This is an optimization exercise on Yosys and OpenROAD, whose aim is small area and a short achievable clock period, not a production implementation. The RTL was checked by simulation tests, not by an equivalence proof against the original design. Power and IR drop assume default switching activity.

==> flow/design.v (excerpt) <==
module fcb (
    input              clk,
    input              rst,
    input              rx_valid,
    input      [7:0]   rx_byte,
    output reg         dec_valid,
    output reg [2:0]   dec_evt,
    output     [3:0]   dec_len,
    output reg [87:0]  dec_data,
    output reg [1:0]   s2c_kind,
    output     [1:0]   s2c_host,
    output     [10:0]  s2c_id,
    output     [3:0]   s2c_dlc,
    input      [1:0]   cnt_sel,
    output     [15:0]  cnt_val,
    input              enc_valid,
    input      [3:0]   enc_len,
    input      [87:0]  enc_data,
    output             enc_ready,
    output reg         enc_refused,
    input              can_valid,
    input              can_ext,
    input      [28:0]  can_id,
    input      [3:0]   can_dlc,
    input      [63:0]  can_data,
    input      [31:0]  pt_mask,
    output             can_ready,
    output reg         c2s_valid,
    output reg [1:0]   c2s_res,
    output reg [2:0]   c2s_kind,
    output     [23:0]  c2s_arg,
    output     [3:0]   c2s_opc,
    output     [4:0]   c2s_sid,
    output             tx_valid,
    output reg [7:0]   tx_byte,
    input              tx_ready
);
export LEC_CHECK = 0
export CAP_MARGIN = 20
export CORE_MARGIN = 2
export CORE_UTILIZATION = 40
export CTS_BUF_LIST = sky130_fd_sc_hd__clkbuf_8
export CTS_CLUSTER_DIAMETER = 60
export CTS_CLUSTER_SIZE = 15
export SLEW_MARGIN = 20
create_clock -name core_clock -period 25.0 [get_ports {clk}]
standard.sh (not shown) runs the stock make flow with config.mk's settings and CLKGATE_MAP_FILE= SYNTH_SCRIPT=/design/flow/synth_recipe.tcl, a recipe that flattens the netlist after the stock synthesis.
==> flow/flow/run.sh <==
#!/bin/bash
# The standard layout (standard.sh) with these changes to how it is made:
#  * after the standard synthesis, the logic between the flip-flops is mapped
#    again by ABC for area (flow/reabc.ys, flow/area.abc); the flip-flops,
#    their names and cells are kept as the standard synthesis made them;
#  * port buffers are the smallest buffer (buf_1);
#  * clock tree from clkbuf_8 with sink clusters of up to 15, no dummy loads;
#  * timing repair aims at 14.3 ns of setup slack, so that it speeds up the
#    paths through the ports (the constraints and clock period are unchanged).
# Logs: flow_synth.log, reabc.log, flow_standard.log here, and ORFS's own
# per-step logs under orfs/logs.
set -uo pipefail
W=$PWD
RES=$W/orfs/results/sky130hd/fcb/base
LIB=$FLOW_HOME/platforms/sky130hd/lib/sky130_fd_sc_hd__tt_025C_1v80.lib
OPTS=("BUFFER_PORTS_ARGS=-buffer_cell sky130_fd_sc_hd__buf_1"
      "CTS_ARGS=-sink_clustering_enable -repair_clock_nets -buf_list sky130_fd_sc_hd__clkbuf_4 -sink_clustering_size 10 -sink_clustering_max_diameter 40 -dont_use_dummy_load"
      "SETUP_SLACK_MARGIN=14.6")
bash standard.sh "${OPTS[@]}" $RES/1_2_yosys.v > flow_synth.log 2>&1
cp $RES/1_2_yosys.v $W/1_2_yosys_standard.v
sed -e "s#@LIB@#$LIB#g" -e "s#@IN@#$W/1_2_yosys_standard.v#" -e "s#@OUT@#$W/1_2_yosys_reabc.v#" \
    -e "s#@ABC@#$W/flow/area.abc#" flow/reabc.ys > reabc_run.ys
if yosys -s reabc_run.ys > reabc.log 2>&1 && [ -s $W/1_2_yosys_reabc.v ]; then
  cp $W/1_2_yosys_reabc.v $RES/1_2_yosys.v
fi
bash standard.sh "${OPTS[@]}" finish > flow_standard.log 2>&1
==> flow/flow/area.abc <==
strash
&get -n
&fraig -x
&st
&deepsyn -T 120
&dch -f
&nf -R 1000 -a -p -E 2
&put
==> flow/flow/reabc.ys <==
# Area re-mapping of the standard synthesis netlist: the flip-flops are kept
# as they are (same instances, names and cells); the logic between them is
# mapped again by ABC with an area-oriented script (flow/area.abc).
read_liberty -ignore_miss_func @LIB@
read_verilog @IN@
hierarchy -top fcb
setattr -mod -set blackbox 1 sky130_fd_sc_hd__*df* sky130_fd_sc_hd__*dl* sky130_fd_sc_hd__*sdf*
flatten
rename -hide w:*.*
opt_clean -purge
abc -liberty @LIB@ -dont_use sky130_fd_sc_hd__lpflow_bleeder_1 -dont_use sky130_fd_sc_hd__lpflow_clkbufkapwr_1 -dont_use sky130_fd_sc_hd__lpflow_clkbufkapwr_16 -dont_use sky130_fd_sc_hd__lpflow_clkbufkapwr_2 -dont_use sky130_fd_sc_hd__lpflow_clkbufkapwr_4 -dont_use sky130_fd_sc_hd__lpflow_clkbufkapwr_8 -dont_use sky130_fd_sc_hd__lpflow_clkinvkapwr_1 -dont_use sky130_fd_sc_hd__lpflow_clkinvkapwr_16 -dont_use sky130_fd_sc_hd__lpflow_clkinvkapwr_2 -dont_use sky130_fd_sc_hd__lpflow_clkinvkapwr_4 -dont_use sky130_fd_sc_hd__lpflow_clkinvkapwr_8 -dont_use sky130_fd_sc_hd__lpflow_decapkapwr_12 -dont_use sky130_fd_sc_hd__lpflow_decapkapwr_3 -dont_use sky130_fd_sc_hd__lpflow_decapkapwr_4 -dont_use sky130_fd_sc_hd__lpflow_decapkapwr_6 -dont_use sky130_fd_sc_hd__lpflow_decapkapwr_8 -dont_use sky130_fd_sc_hd__lpflow_inputiso0n_1 -dont_use sky130_fd_sc_hd__lpflow_inputiso0p_1 -dont_use sky130_fd_sc_hd__lpflow_inputiso1n_1 -dont_use sky130_fd_sc_hd__lpflow_inputiso1p_1 -dont_use sky130_fd_sc_hd__lpflow_inputisolatch_1 -dont_use sky130_fd_sc_hd__lpflow_isobufsrc_1 -dont_use sky130_fd_sc_hd__lpflow_isobufsrc_16 -dont_use sky130_fd_sc_hd__lpflow_isobufsrc_2 -dont_use sky130_fd_sc_hd__lpflow_isobufsrc_4 -dont_use sky130_fd_sc_hd__lpflow_isobufsrc_8 -dont_use sky130_fd_sc_hd__lpflow_isobufsrckapwr_16 -dont_use sky130_fd_sc_hd__lpflow_lsbuf_lh_hl_isowell_tap_1 -dont_use sky130_fd_sc_hd__lpflow_lsbuf_lh_hl_isowell_tap_2 -dont_use sky130_fd_sc_hd__lpflow_lsbuf_lh_hl_isowell_tap_4 -dont_use sky130_fd_sc_hd__lpflow_lsbuf_lh_isowell_4 -dont_use sky130_fd_sc_hd__lpflow_lsbuf_lh_isowell_tap_1 -dont_use sky130_fd_sc_hd__lpflow_lsbuf_lh_isowell_tap_2 -dont_use sky130_fd_sc_hd__lpflow_lsbuf_lh_isowell_tap_4 -dont_use sky130_fd_sc_hd__probe_p_8 -dont_use sky130_fd_sc_hd__probec_p_8  -script @ABC@
opt_clean -purge
hilomap -singleton -hicell sky130_fd_sc_hd__conb_1 HI -locell sky130_fd_sc_hd__conb_1 LO
insbuf -buf sky130_fd_sc_hd__buf_1 A X
rename -enumerate -pattern reabc_% w:$* c:$*
opt_clean -purge
tee -o reabc_stat.log stat -liberty @LIB@
write_verilog -noattr -nohex -nodec -noexpr @OUT@
Rerun with:
--- a/flow/flow/run.sh
+++ b/flow/flow/run.sh
@@ -4,5 +4,6 @@
 #    again by ABC for area (flow/reabc.ys, flow/area.abc); the flip-flops,
-#    their names and cells are kept as the standard synthesis made them;
+#    their names and cells are kept as the standard synthesis made them, and
+#    so are its full adders and the cnt_val multiplexers;
 #  * port buffers are the smallest buffer (buf_1);
-#  * clock tree from clkbuf_8 with sink clusters of up to 15, no dummy loads;
+#  * clock tree from clkbuf_4 with sink clusters of up to 10, no dummy loads;
 #  * timing repair aims at 14.3 ns of setup slack, so that it speeds up the
@@ -17,3 +18,3 @@
       "CTS_ARGS=-sink_clustering_enable -repair_clock_nets -buf_list sky130_fd_sc_hd__clkbuf_4 -sink_clustering_size 10 -sink_clustering_max_diameter 40 -dont_use_dummy_load"
-      "SETUP_SLACK_MARGIN=14.6")
+      "SETUP_SLACK_MARGIN=14.3")
 bash standard.sh "${OPTS[@]}" $RES/1_2_yosys.v > flow_synth.log 2>&1
@@ -22,3 +23,4 @@
     -e "s#@ABC@#$W/flow/area.abc#" flow/reabc.ys > reabc_run.ys
-if yosys -s reabc_run.ys > reabc.log 2>&1 && [ -s $W/1_2_yosys_reabc.v ]; then
+if yosys -s reabc_run.ys > reabc.log 2>&1 && [ -s $W/1_2_yosys_reabc.v ] &&
+   [ "$(grep -c '^module' $W/1_2_yosys_reabc.v)" = 1 ]; then
   cp $W/1_2_yosys_reabc.v $RES/1_2_yosys.v
==> flow/flow/area.abc (replaced) <==
strash
&get -n
&fraig -x
&st
&deepsyn -T 120
&dch -f
&nf -R 1000 -a -p -E 2 -C 32 -A 4 -F 8
&put
--- a/flow/flow/reabc.ys
+++ b/flow/flow/reabc.ys
@@ -1,2 +1,3 @@
-# Area re-mapping of the standard synthesis netlist: the flip-flops are kept
+# Area re-mapping of the standard synthesis netlist: the flip-flops (and the
+# full adders that synthesis extracted) are kept
 # as they are (same instances, names and cells); the logic between them is
@@ -6,4 +7,8 @@
 hierarchy -top fcb
-setattr -mod -set blackbox 1 sky130_fd_sc_hd__*df* sky130_fd_sc_hd__*dl* sky130_fd_sc_hd__*sdf*
+setattr -mod -set blackbox 1 sky130_fd_sc_hd__*df* sky130_fd_sc_hd__*dl* sky130_fd_sc_hd__*sdf* sky130_fd_sc_hd__fa_*
+# the 4:1 muxes of cnt_val (a path from input to output port) stay as the
+# standard synthesis mapped them
+setattr -set keep_hierarchy 1 w:cnt_val %ci1 c:* %i
 flatten
+setattr -mod -set blackbox 1 sky130_fd_sc_hd__mux4_2
 rename -hide w:*.*
The new run finished with timing, DRC and antenna clean.
Cell area falls by 2.1%.
Power falls by 0.88%.
Synthesized cell count falls by 8.3%.
Wire length falls by 5.7%.
Die area falls by 0.79%.
Clock skew rises by 0.037 ns.
Worst hold slack loses 0.017 ns.
Rerun with:
--- a/flow/flow/run.sh
+++ b/flow/flow/run.sh
@@ -4,4 +4,3 @@
 #    again by ABC for area (flow/reabc.ys, flow/area.abc); the flip-flops,
-#    their names and cells are kept as the standard synthesis made them, and
-#    so are its full adders and the cnt_val multiplexers;
+#    their names and cells are kept as the standard synthesis made them;
 #  * port buffers are the smallest buffer (buf_1);
@@ -23,4 +22,3 @@
     -e "s#@ABC@#$W/flow/area.abc#" flow/reabc.ys > reabc_run.ys
-if yosys -s reabc_run.ys > reabc.log 2>&1 && [ -s $W/1_2_yosys_reabc.v ] &&
-   [ "$(grep -c '^module' $W/1_2_yosys_reabc.v)" = 1 ]; then
+if yosys -s reabc_run.ys > reabc.log 2>&1 && [ -s $W/1_2_yosys_reabc.v ]; then
   cp $W/1_2_yosys_reabc.v $RES/1_2_yosys.v
--- a/flow/flow/reabc.ys
+++ b/flow/flow/reabc.ys
@@ -8,7 +8,3 @@
 setattr -mod -set blackbox 1 sky130_fd_sc_hd__*df* sky130_fd_sc_hd__*dl* sky130_fd_sc_hd__*sdf* sky130_fd_sc_hd__fa_*
-# the 4:1 muxes of cnt_val (a path from input to output port) stay as the
-# standard synthesis mapped them
-setattr -set keep_hierarchy 1 w:cnt_val %ci1 c:* %i
 flatten
-setattr -mod -set blackbox 1 sky130_fd_sc_hd__mux4_2
 rename -hide w:*.*
Settings changed: CORE_UTILIZATION 40 to 60.
The new run produced a clean layout; design area barely changes; hold slack gets better by 0.024 ns; global-route usage rose by 10 points; sequential power stays flat; synthesized cell count rose by 3.4%; synthesized area hardly moves; clock skew is lower by 0.058 ns; non-clock buffer count is higher by 13.
Rerun with:
--- a/flow/flow/run.sh
+++ b/flow/flow/run.sh
@@ -6,3 +6,3 @@
 #  * port buffers are the smallest buffer (buf_1);
-#  * clock tree from clkbuf_4 with sink clusters of up to 10, no dummy loads;
+#  * clock tree from clkbuf_8 with sink clusters of up to 15, no dummy loads;
 #  * timing repair aims at 14.3 ns of setup slack, so that it speeds up the
@@ -16,3 +16,3 @@
 OPTS=("BUFFER_PORTS_ARGS=-buffer_cell sky130_fd_sc_hd__buf_1"
-      "CTS_ARGS=-sink_clustering_enable -repair_clock_nets -buf_list sky130_fd_sc_hd__clkbuf_4 -sink_clustering_size 10 -sink_clustering_max_diameter 40 -dont_use_dummy_load"
+      "CTS_ARGS=-sink_clustering_enable -repair_clock_nets -buf_list sky130_fd_sc_hd__clkbuf_8 -sink_clustering_size 15 -sink_clustering_max_diameter 60 -dont_use_dummy_load"
       "SETUP_SLACK_MARGIN=14.3")
==> flow/flow/area.abc (replaced) <==
strash
&get -n
&fraig -x
&st
&deepsyn -T 120
&dch -f
&nf -R 1000 -a -p -E 2
&put
--- a/flow/flow/reabc.ys
+++ b/flow/flow/reabc.ys
@@ -1,3 +1,2 @@
-# Area re-mapping of the standard synthesis netlist: the flip-flops (and the
-# full adders that synthesis extracted) are kept
+# Area re-mapping of the standard synthesis netlist: the flip-flops are kept
 # as they are (same instances, names and cells); the logic between them is
@@ -7,3 +6,3 @@
 hierarchy -top fcb
-setattr -mod -set blackbox 1 sky130_fd_sc_hd__*df* sky130_fd_sc_hd__*dl* sky130_fd_sc_hd__*sdf* sky130_fd_sc_hd__fa_*
+setattr -mod -set blackbox 1 sky130_fd_sc_hd__*df* sky130_fd_sc_hd__*dl* sky130_fd_sc_hd__*sdf*
 flatten
Settings changed: CORE_UTILIZATION 60 to 40.
- clock skew climbs by 0.0088 ns
- total power climbs by about 1.8%
- setup slack gains 0.24 ns
Rerun with:
--- a/flow/flow/run.sh
+++ b/flow/flow/run.sh
@@ -16,3 +16,3 @@
 OPTS=("BUFFER_PORTS_ARGS=-buffer_cell sky130_fd_sc_hd__buf_1"
-      "CTS_ARGS=-sink_clustering_enable -repair_clock_nets -buf_list sky130_fd_sc_hd__clkbuf_8 -sink_clustering_size 15 -sink_clustering_max_diameter 60 -dont_use_dummy_load"
+      "CTS_ARGS=-sink_clustering_enable -repair_clock_nets -buf_list sky130_fd_sc_hd__clkbuf_4 -sink_clustering_size 10 -sink_clustering_max_diameter 40 -dont_use_dummy_load"
       "SETUP_SLACK_MARGIN=14.3")
=>
- The new run passed the timing, design-rule and antenna checks
- combinational power stays flat
- area after synthesis stays the same
- core utilization fell by 0.38 points
- fmax stays flat
- total power fell by 1.6%
- clock skew stays flat
Rerun with:
--- a/flow/flow/run.sh
+++ b/flow/flow/run.sh
@@ -6,3 +6,3 @@
 #  * port buffers are the smallest buffer (buf_1);
-#  * clock tree from clkbuf_8 with sink clusters of up to 15, no dummy loads;
+#  * clock tree from clkbuf_4 with sink clusters of up to 10, no dummy loads;
 #  * timing repair aims at 14.3 ns of setup slack, so that it speeds up the
==> flow/flow/area.abc (replaced) <==
strash
&get -n
&fraig -x
&st
&deepsyn -T 120
&dch -f
&nf -R 1000 -a -p -E 2 -C 32 -A 4 -F 8
&put
--- a/flow/flow/reabc.ys
+++ b/flow/flow/reabc.ys
@@ -1,2 +1,3 @@
-# Area re-mapping of the standard synthesis netlist: the flip-flops are kept
+# Area re-mapping of the standard synthesis netlist: the flip-flops (and the
+# full adders that synthesis extracted) are kept
 # as they are (same instances, names and cells); the logic between them is
@@ -6,3 +7,3 @@
 hierarchy -top fcb
-setattr -mod -set blackbox 1 sky130_fd_sc_hd__*df* sky130_fd_sc_hd__*dl* sky130_fd_sc_hd__*sdf*
+setattr -mod -set blackbox 1 sky130_fd_sc_hd__*df* sky130_fd_sc_hd__*dl* sky130_fd_sc_hd__*sdf* sky130_fd_sc_hd__fa_*
 flatten
What happened:
- total power came out higher by 2.7%
- utilization came out higher by 0.41 points
- cell area came out lower by 0.83%
- synthesized cell count came out lower by 5.1%
- wire length came out lower by 7.8%
- sequential cell count does not change
- sequential share of layout area came out higher by 0.37 points
- setup slack loses 0.23 ns
- via count came out lower by 5.6%
- non-clock buffer count came out higher by 1
- sequential power stays flat

* * *

Another version of the RTL of fcb (not shown whole).
Size in the first run: roughly 1300 cells after synthesis, about 420 I/O pins, about 14000 sq um of cells after synthesis.
==> flow/config.mk <==
export PLATFORM = sky130hd
export DESIGN_NAME = fcb
export DESIGN_NICKNAME = fcb
export VERILOG_FILES = /design/flow/design.v
export SDC_FILE = /design/flow/constraint.sdc
export NUM_CORES = 4
export LEC_CHECK = 0
export CAP_MARGIN = 20
export CORE_MARGIN = 2
export CORE_UTILIZATION = 40
export SLEW_MARGIN = 20
==> flow/constraint.sdc <==
create_clock -name core_clock -period 25.0 [get_ports {clk}]
set_input_delay 5.0000 -clock core_clock [delete_from_list [all_inputs] [get_ports {clk}]]
set_output_delay 5.0000 -clock core_clock [all_outputs]
set_load 0.01 [all_outputs]
==> flow/flow/run.sh <==
#!/bin/bash
# The standard layout (standard.sh) with these changes to how it is made:
#  * after the standard synthesis, the logic between the flip-flops is mapped
#    again by ABC for area (flow/reabc.ys, flow/area.abc); the flip-flops,
#    their names and cells are kept as the standard synthesis made them, and
#    so are its full adders and the cnt_val multiplexers (from cnt_sel to
#    cnt_val, a path through the ports that the area mapping would slow down);
#  * port buffers are the smallest buffer (buf_1);
#  * clock tree from clkbuf_4 with sink clusters of up to 10, no dummy loads;
#  * timing repair aims at 14.1 ns of setup slack, so that it speeds up the
#    paths through the ports (the constraints and clock period are unchanged).
# Logs: flow_synth.log, reabc.log, flow_standard.log here, and ORFS's own
# per-step logs under orfs/logs.
set -uo pipefail
W=$PWD
RES=$W/orfs/results/sky130hd/fcb/base
LIB=$FLOW_HOME/platforms/sky130hd/lib/sky130_fd_sc_hd__tt_025C_1v80.lib
OPTS=("BUFFER_PORTS_ARGS=-buffer_cell sky130_fd_sc_hd__buf_1"
      "CTS_ARGS=-sink_clustering_enable -repair_clock_nets -buf_list sky130_fd_sc_hd__clkbuf_4 -sink_clustering_size 10 -sink_clustering_max_diameter 40 -dont_use_dummy_load"
      "SETUP_SLACK_MARGIN=14.1")
bash standard.sh "${OPTS[@]}" $RES/1_2_yosys.v > flow_synth.log 2>&1
cp $RES/1_2_yosys.v $W/1_2_yosys_standard.v
sed -e "s#@LIB@#$LIB#g" -e "s#@IN@#$W/1_2_yosys_standard.v#" -e "s#@OUT@#$W/1_2_yosys_reabc.v#" \
    -e "s#@ABC@#$W/flow/area.abc#" flow/reabc.ys > reabc_run.ys
if yosys -s reabc_run.ys > reabc.log 2>&1 && [ -s $W/1_2_yosys_reabc.v ] &&
   [ "$(grep -c '^module' $W/1_2_yosys_reabc.v)" = 1 ]; then
  cp $W/1_2_yosys_reabc.v $RES/1_2_yosys.v
fi
bash standard.sh "${OPTS[@]}" finish > flow_standard.log 2>&1
==> flow/flow/reabc.ys <==
# Area re-mapping of the standard synthesis netlist: the flip-flops, the full
# adders that synthesis extracted and the cnt_val multiplexers are kept as they
# are (same instances, names and cells); the rest of the logic between the
# flip-flops is mapped again by ABC with an area-oriented script (flow/area.abc).
read_liberty -ignore_miss_func @LIB@
read_verilog @IN@
hierarchy -top fcb
setattr -mod -set blackbox 1 sky130_fd_sc_hd__*df* sky130_fd_sc_hd__*dl* sky130_fd_sc_hd__*sdf* sky130_fd_sc_hd__fa_*
# the 4:1 muxes of cnt_val (a path from input to output port) stay as the
# standard synthesis mapped them
setattr -set keep_hierarchy 1 w:cnt_val %ci1 c:* %i
flatten
setattr -mod -set blackbox 1 sky130_fd_sc_hd__mux4_2
rename -hide w:*.*
opt_clean -purge
abc -liberty @LIB@ -dont_use sky130_fd_sc_hd__lpflow_bleeder_1 -dont_use sky130_fd_sc_hd__lpflow_clkbufkapwr_1 -dont_use sky130_fd_sc_hd__lpflow_clkbufkapwr_16 -dont_use sky130_fd_sc_hd__lpflow_clkbufkapwr_2 -dont_use sky130_fd_sc_hd__lpflow_clkbufkapwr_4 -dont_use sky130_fd_sc_hd__lpflow_clkbufkapwr_8 -dont_use sky130_fd_sc_hd__lpflow_clkinvkapwr_1 -dont_use sky130_fd_sc_hd__lpflow_clkinvkapwr_16 -dont_use sky130_fd_sc_hd__lpflow_clkinvkapwr_2 -dont_use sky130_fd_sc_hd__lpflow_clkinvkapwr_4 -dont_use sky130_fd_sc_hd__lpflow_clkinvkapwr_8 -dont_use sky130_fd_sc_hd__lpflow_decapkapwr_12 -dont_use sky130_fd_sc_hd__lpflow_decapkapwr_3 -dont_use sky130_fd_sc_hd__lpflow_decapkapwr_4 -dont_use sky130_fd_sc_hd__lpflow_decapkapwr_6 -dont_use sky130_fd_sc_hd__lpflow_decapkapwr_8 -dont_use sky130_fd_sc_hd__lpflow_inputiso0n_1 -dont_use sky130_fd_sc_hd__lpflow_inputiso0p_1 -dont_use sky130_fd_sc_hd__lpflow_inputiso1n_1 -dont_use sky130_fd_sc_hd__lpflow_inputiso1p_1 -dont_use sky130_fd_sc_hd__lpflow_inputisolatch_1 -dont_use sky130_fd_sc_hd__lpflow_isobufsrc_1 -dont_use sky130_fd_sc_hd__lpflow_isobufsrc_16 -dont_use sky130_fd_sc_hd__lpflow_isobufsrc_2 -dont_use sky130_fd_sc_hd__lpflow_isobufsrc_4 -dont_use sky130_fd_sc_hd__lpflow_isobufsrc_8 -dont_use sky130_fd_sc_hd__lpflow_isobufsrckapwr_16 -dont_use sky130_fd_sc_hd__lpflow_lsbuf_lh_hl_isowell_tap_1 -dont_use sky130_fd_sc_hd__lpflow_lsbuf_lh_hl_isowell_tap_2 -dont_use sky130_fd_sc_hd__lpflow_lsbuf_lh_hl_isowell_tap_4 -dont_use sky130_fd_sc_hd__lpflow_lsbuf_lh_isowell_4 -dont_use sky130_fd_sc_hd__lpflow_lsbuf_lh_isowell_tap_1 -dont_use sky130_fd_sc_hd__lpflow_lsbuf_lh_isowell_tap_2 -dont_use sky130_fd_sc_hd__lpflow_lsbuf_lh_isowell_tap_4 -dont_use sky130_fd_sc_hd__probe_p_8 -dont_use sky130_fd_sc_hd__probec_p_8  -script @ABC@
opt_clean -purge
hilomap -singleton -hicell sky130_fd_sc_hd__conb_1 HI -locell sky130_fd_sc_hd__conb_1 LO
insbuf -buf sky130_fd_sc_hd__buf_1 A X
rename -enumerate -pattern reabc_% w:$* c:$*
opt_clean -purge
tee -o reabc_stat.log stat -liberty @LIB@
write_verilog -noattr -nohex -nodec -noexpr @OUT@
Other scripts of this flow, unchanged in this note and not shown: flow/flow/area.abc
The starting point completed with no timing, DRC or antenna violations.
Edit:
--- a/flow/flow/run.sh
+++ b/flow/flow/run.sh
@@ -5,7 +5,6 @@
 #    their names and cells are kept as the standard synthesis made them, and
-#    so are its full adders and the cnt_val multiplexers (from cnt_sel to
-#    cnt_val, a path through the ports that the area mapping would slow down);
+#    so are its full adders and the cnt_val multiplexers;
 #  * port buffers are the smallest buffer (buf_1);
 #  * clock tree from clkbuf_4 with sink clusters of up to 10, no dummy loads;
-#  * timing repair aims at 14.1 ns of setup slack, so that it speeds up the
+#  * timing repair aims at 14.3 ns of setup slack, so that it speeds up the
 #    paths through the ports (the constraints and clock period are unchanged).
@@ -19,3 +18,3 @@
       "CTS_ARGS=-sink_clustering_enable -repair_clock_nets -buf_list sky130_fd_sc_hd__clkbuf_4 -sink_clustering_size 10 -sink_clustering_max_diameter 40 -dont_use_dummy_load"
-      "SETUP_SLACK_MARGIN=14.1")
+      "SETUP_SLACK_MARGIN=13.9")
 bash standard.sh "${OPTS[@]}" $RES/1_2_yosys.v > flow_synth.log 2>&1
--- a/flow/flow/reabc.ys
+++ b/flow/flow/reabc.ys
@@ -1,5 +1,5 @@
-# Area re-mapping of the standard synthesis netlist: the flip-flops, the full
-# adders that synthesis extracted and the cnt_val multiplexers are kept as they
-# are (same instances, names and cells); the rest of the logic between the
-# flip-flops is mapped again by ABC with an area-oriented script (flow/area.abc).
+# Area re-mapping of the standard synthesis netlist: the flip-flops (and the
+# full adders that synthesis extracted) are kept
+# as they are (same instances, names and cells); the logic between them is
+# mapped again by ABC with an area-oriented script (flow/area.abc).
 read_liberty -ignore_miss_func @LIB@
CTS_BUF_LIST = sky130_fd_sc_hd__clkbuf_8   (was not set)
CTS_CLUSTER_DIAMETER = 60   (was not set)
CTS_CLUSTER_SIZE = 15   (was not set)
The new run finished with timing, DRC and antenna clean.
Design area decreases by about 0.5%.
Core utilization falls by 0.23 points.
Clock power hardly moves.
Total power is about the same.
Worst hold slack hardly moves.
Edit:
--- a/flow/flow/run.sh
+++ b/flow/flow/run.sh
@@ -5,3 +5,4 @@
 #    their names and cells are kept as the standard synthesis made them, and
-#    so are its full adders and the cnt_val multiplexers;
+#    so are its full adders; the cnt_val multiplexers are rebuilt as a shared
+#    select decode and a two-level AND-OR (flow/cntmux.v);
 #  * port buffers are the smallest buffer (buf_1);
@@ -18,3 +19,3 @@
       "CTS_ARGS=-sink_clustering_enable -repair_clock_nets -buf_list sky130_fd_sc_hd__clkbuf_4 -sink_clustering_size 10 -sink_clustering_max_diameter 40 -dont_use_dummy_load"
-      "SETUP_SLACK_MARGIN=13.9")
+      "SETUP_SLACK_MARGIN=14.15")
 bash standard.sh "${OPTS[@]}" $RES/1_2_yosys.v > flow_synth.log 2>&1
@@ -22,3 +23,3 @@
 sed -e "s#@LIB@#$LIB#g" -e "s#@IN@#$W/1_2_yosys_standard.v#" -e "s#@OUT@#$W/1_2_yosys_reabc.v#" \
-    -e "s#@ABC@#$W/flow/area.abc#" flow/reabc.ys > reabc_run.ys
+    -e "s#@ABC@#$W/flow/area.abc#" -e "s#@CNTMUX@#$W/flow/cntmux.v#" flow/reabc.ys > reabc_run.ys
 if yosys -s reabc_run.ys > reabc.log 2>&1 && [ -s $W/1_2_yosys_reabc.v ] &&
==> flow/flow/cntmux.v (new file) <==
// Replacement for the 4:1 multiplexers that drive cnt_val: a decode of the
// select (shared by all bits once identical cells are merged) and a two-level
// AND-OR, shorter from the select inputs than the mux4 cell.
module sky130_fd_sc_hd__mux4_2 (A0, A1, A2, A3, S0, S1, X);
  input A0, A1, A2, A3, S0, S1;
  output X;
  wire s0, s1, s2, s3, y0, y1;
  sky130_fd_sc_hd__nor2_1  d0 (.A(S0), .B(S1), .Y(s0));
  sky130_fd_sc_hd__nor2b_1 d1 (.A(S1), .B_N(S0), .Y(s1));
  sky130_fd_sc_hd__nor2b_1 d2 (.A(S0), .B_N(S1), .Y(s2));
  sky130_fd_sc_hd__and2_1  d3 (.A(S0), .B(S1), .X(s3));
  sky130_fd_sc_hd__a22oi_1 g0 (.A1(s0), .A2(A0), .B1(s1), .B2(A1), .Y(y0));
  sky130_fd_sc_hd__a22oi_1 g1 (.A1(s2), .A2(A2), .B1(s3), .B2(A3), .Y(y1));
  sky130_fd_sc_hd__nand2_1 g2 (.A(y0), .B(y1), .Y(X));
endmodule
--- a/flow/flow/reabc.ys
+++ b/flow/flow/reabc.ys
@@ -8,4 +8,4 @@
 setattr -mod -set blackbox 1 sky130_fd_sc_hd__*df* sky130_fd_sc_hd__*dl* sky130_fd_sc_hd__*sdf* sky130_fd_sc_hd__fa_*
-# the 4:1 muxes of cnt_val (a path from input to output port) stay as the
-# standard synthesis mapped them
+# the 4:1 muxes of cnt_val (a path from input to output port) are kept out
+# of ABC
 setattr -set keep_hierarchy 1 w:cnt_val %ci1 c:* %i
@@ -17,2 +17,10 @@
 opt_clean -purge
+# cnt_val: the kept 4:1 muxes become a shared select decode and a two-level
+# AND-OR per bit (flow/cntmux.v), faster from cnt_sel than the mux4 cell
+read_liberty -lib -ignore_redef -ignore_miss_func @LIB@
+techmap -map @CNTMUX@ w:cnt_val %ci1 c:* %i
+setattr -unset keep_hierarchy c:*
+opt_merge -share_all
+rename -hide w:*.* c:*.*
+opt_clean -purge
 hilomap -singleton -hicell sky130_fd_sc_hd__conb_1 HI -locell sky130_fd_sc_hd__conb_1 LO
Effect: Die area hardly moves; design area increases by 1.3%; first-iteration DRC count came out lower by about 7%; via count goes up by 1.6%; area after synthesis barely changes; utilization rose by 0.75 points; worst setup slack gets better by 0.15 ns; clock power is about the same; clock-buffer cell count goes down by 2; sequential power barely changes; wire length increases by about 5.5%.
Edit:
--- a/flow/flow/run.sh
+++ b/flow/flow/run.sh
@@ -5,4 +5,3 @@
 #    their names and cells are kept as the standard synthesis made them, and
-#    so are its full adders; the cnt_val multiplexers are rebuilt as a shared
-#    select decode and a two-level AND-OR (flow/cntmux.v);
+#    so are its full adders and the cnt_val multiplexers;
 #  * port buffers are the smallest buffer (buf_1);
@@ -19,3 +18,3 @@
       "CTS_ARGS=-sink_clustering_enable -repair_clock_nets -buf_list sky130_fd_sc_hd__clkbuf_4 -sink_clustering_size 10 -sink_clustering_max_diameter 40 -dont_use_dummy_load"
-      "SETUP_SLACK_MARGIN=14.15")
+      "SETUP_SLACK_MARGIN=14.1")
 bash standard.sh "${OPTS[@]}" $RES/1_2_yosys.v > flow_synth.log 2>&1
@@ -23,3 +22,3 @@
 sed -e "s#@LIB@#$LIB#g" -e "s#@IN@#$W/1_2_yosys_standard.v#" -e "s#@OUT@#$W/1_2_yosys_reabc.v#" \
-    -e "s#@ABC@#$W/flow/area.abc#" -e "s#@CNTMUX@#$W/flow/cntmux.v#" flow/reabc.ys > reabc_run.ys
+    -e "s#@ABC@#$W/flow/area.abc#" flow/reabc.ys > reabc_run.ys
 if yosys -s reabc_run.ys > reabc.log 2>&1 && [ -s $W/1_2_yosys_reabc.v ] &&
--- a/flow/flow/reabc.ys
+++ b/flow/flow/reabc.ys
@@ -8,4 +8,4 @@
 setattr -mod -set blackbox 1 sky130_fd_sc_hd__*df* sky130_fd_sc_hd__*dl* sky130_fd_sc_hd__*sdf* sky130_fd_sc_hd__fa_*
-# the 4:1 muxes of cnt_val (a path from input to output port) are kept out
-# of ABC
+# the 4:1 muxes of cnt_val (a path from input to output port) stay as the
+# standard synthesis mapped them
 setattr -set keep_hierarchy 1 w:cnt_val %ci1 c:* %i
@@ -17,10 +17,2 @@
 opt_clean -purge
-# cnt_val: the kept 4:1 muxes become a shared select decode and a two-level
-# AND-OR per bit (flow/cntmux.v), faster from cnt_sel than the mux4 cell
-read_liberty -lib -ignore_redef -ignore_miss_func @LIB@
-techmap -map @CNTMUX@ w:cnt_val %ci1 c:* %i
-setattr -unset keep_hierarchy c:*
-opt_merge -share_all
-rename -hide w:*.* c:*.*
-opt_clean -purge
 hilomap -singleton -hicell sky130_fd_sc_hd__conb_1 HI -locell sky130_fd_sc_hd__conb_1 LO
removed: flow/flow/cntmux.v
Fmax stays flat.
Sequential cell count is unchanged.
Worst setup slack got worse by 0.027 ns.
Non-clock buffer count decreases by 7.
Design area falls by 0.83%.
Core utilization fell by 0.52 points.
Die area barely changes.
Cell count goes down by 1.7%.
Critical path depth came out lower by 2.
Wire length went down by 5.0%.
Area after synthesis barely changes.

[afterwards: timing with drivers on the ports]
How much do the figures lean on ideal ports? The routed layouts below were timed once more, with nothing changed but the port constraints.
Step 1 sets driving cells, clkbuf_16 on the clock port and buf_2 on the other inputs (assumed; they add their load-dependent delay and slew).
Step 2 adds t to the input delays and takes it off the output delays; t is the mean of the earliest and latest rising clock arrival at the registers after step 1. Input paths then give back, and output paths get back, about the clock's delay inside the block.
Three values: ideal, step 1, step 2; two values: the first two.
run | shift t [ns] | setup WS [ns] | latest minus earliest clock arrival (ns) | worst slew at a driven data input, ns | pins driven straight from the clock port
the first run of note 1 | 0.695 | 14.154 / 14.079 / 14.079 | 0.117 / 0.117 | 0.12 | 1
the second run of note 1 | 0.692 | 14.101 / 14.048 / 14.048 | 0.152 / 0.151 | 0.17 | 1
the third run of note 1 | 0.682 | 13.967 / 13.906 / 13.796 | 0.092 / 0.092 | 0.08 | 1
the fourth run of note 1 | 0.614 | 14.210 / 14.101 / 14.010 | 0.084 / 0.084 | 0.15 | 1
the fifth run of note 1 | 0.724 | 14.219 / 14.101 / 14.022 | 0.091 / 0.090 | 0.15 | 1
the sixth run of note 1 | 0.669 | 13.991 / 13.944 / 13.871 | 0.124 / 0.123 | 0.09 | 1
the first run of note 2 | 0.686 | 14.085 / 14.028 / 13.585 | 0.076 / 0.076 | 0.09 | 1
the second run of note 2 | 0.690 | 13.966 / 13.938 / 13.458 | 0.073 / 0.073 | 0.08 | 1
the third run of note 2 | 0.711 | 14.113 / 14.074 / 13.745 | 0.074 / 0.073 | 0.12 | 1
the fourth run of note 2 | 0.686 | 14.085 / 14.028 / 13.585 | 0.076 / 0.076 | 0.09 | 1
After both steps every run listed still meets setup and hold. For the second run of note 2, which loses most, drivers alone change the setup slack by -0.028 ns; drivers and shift together by -0.508 ns.
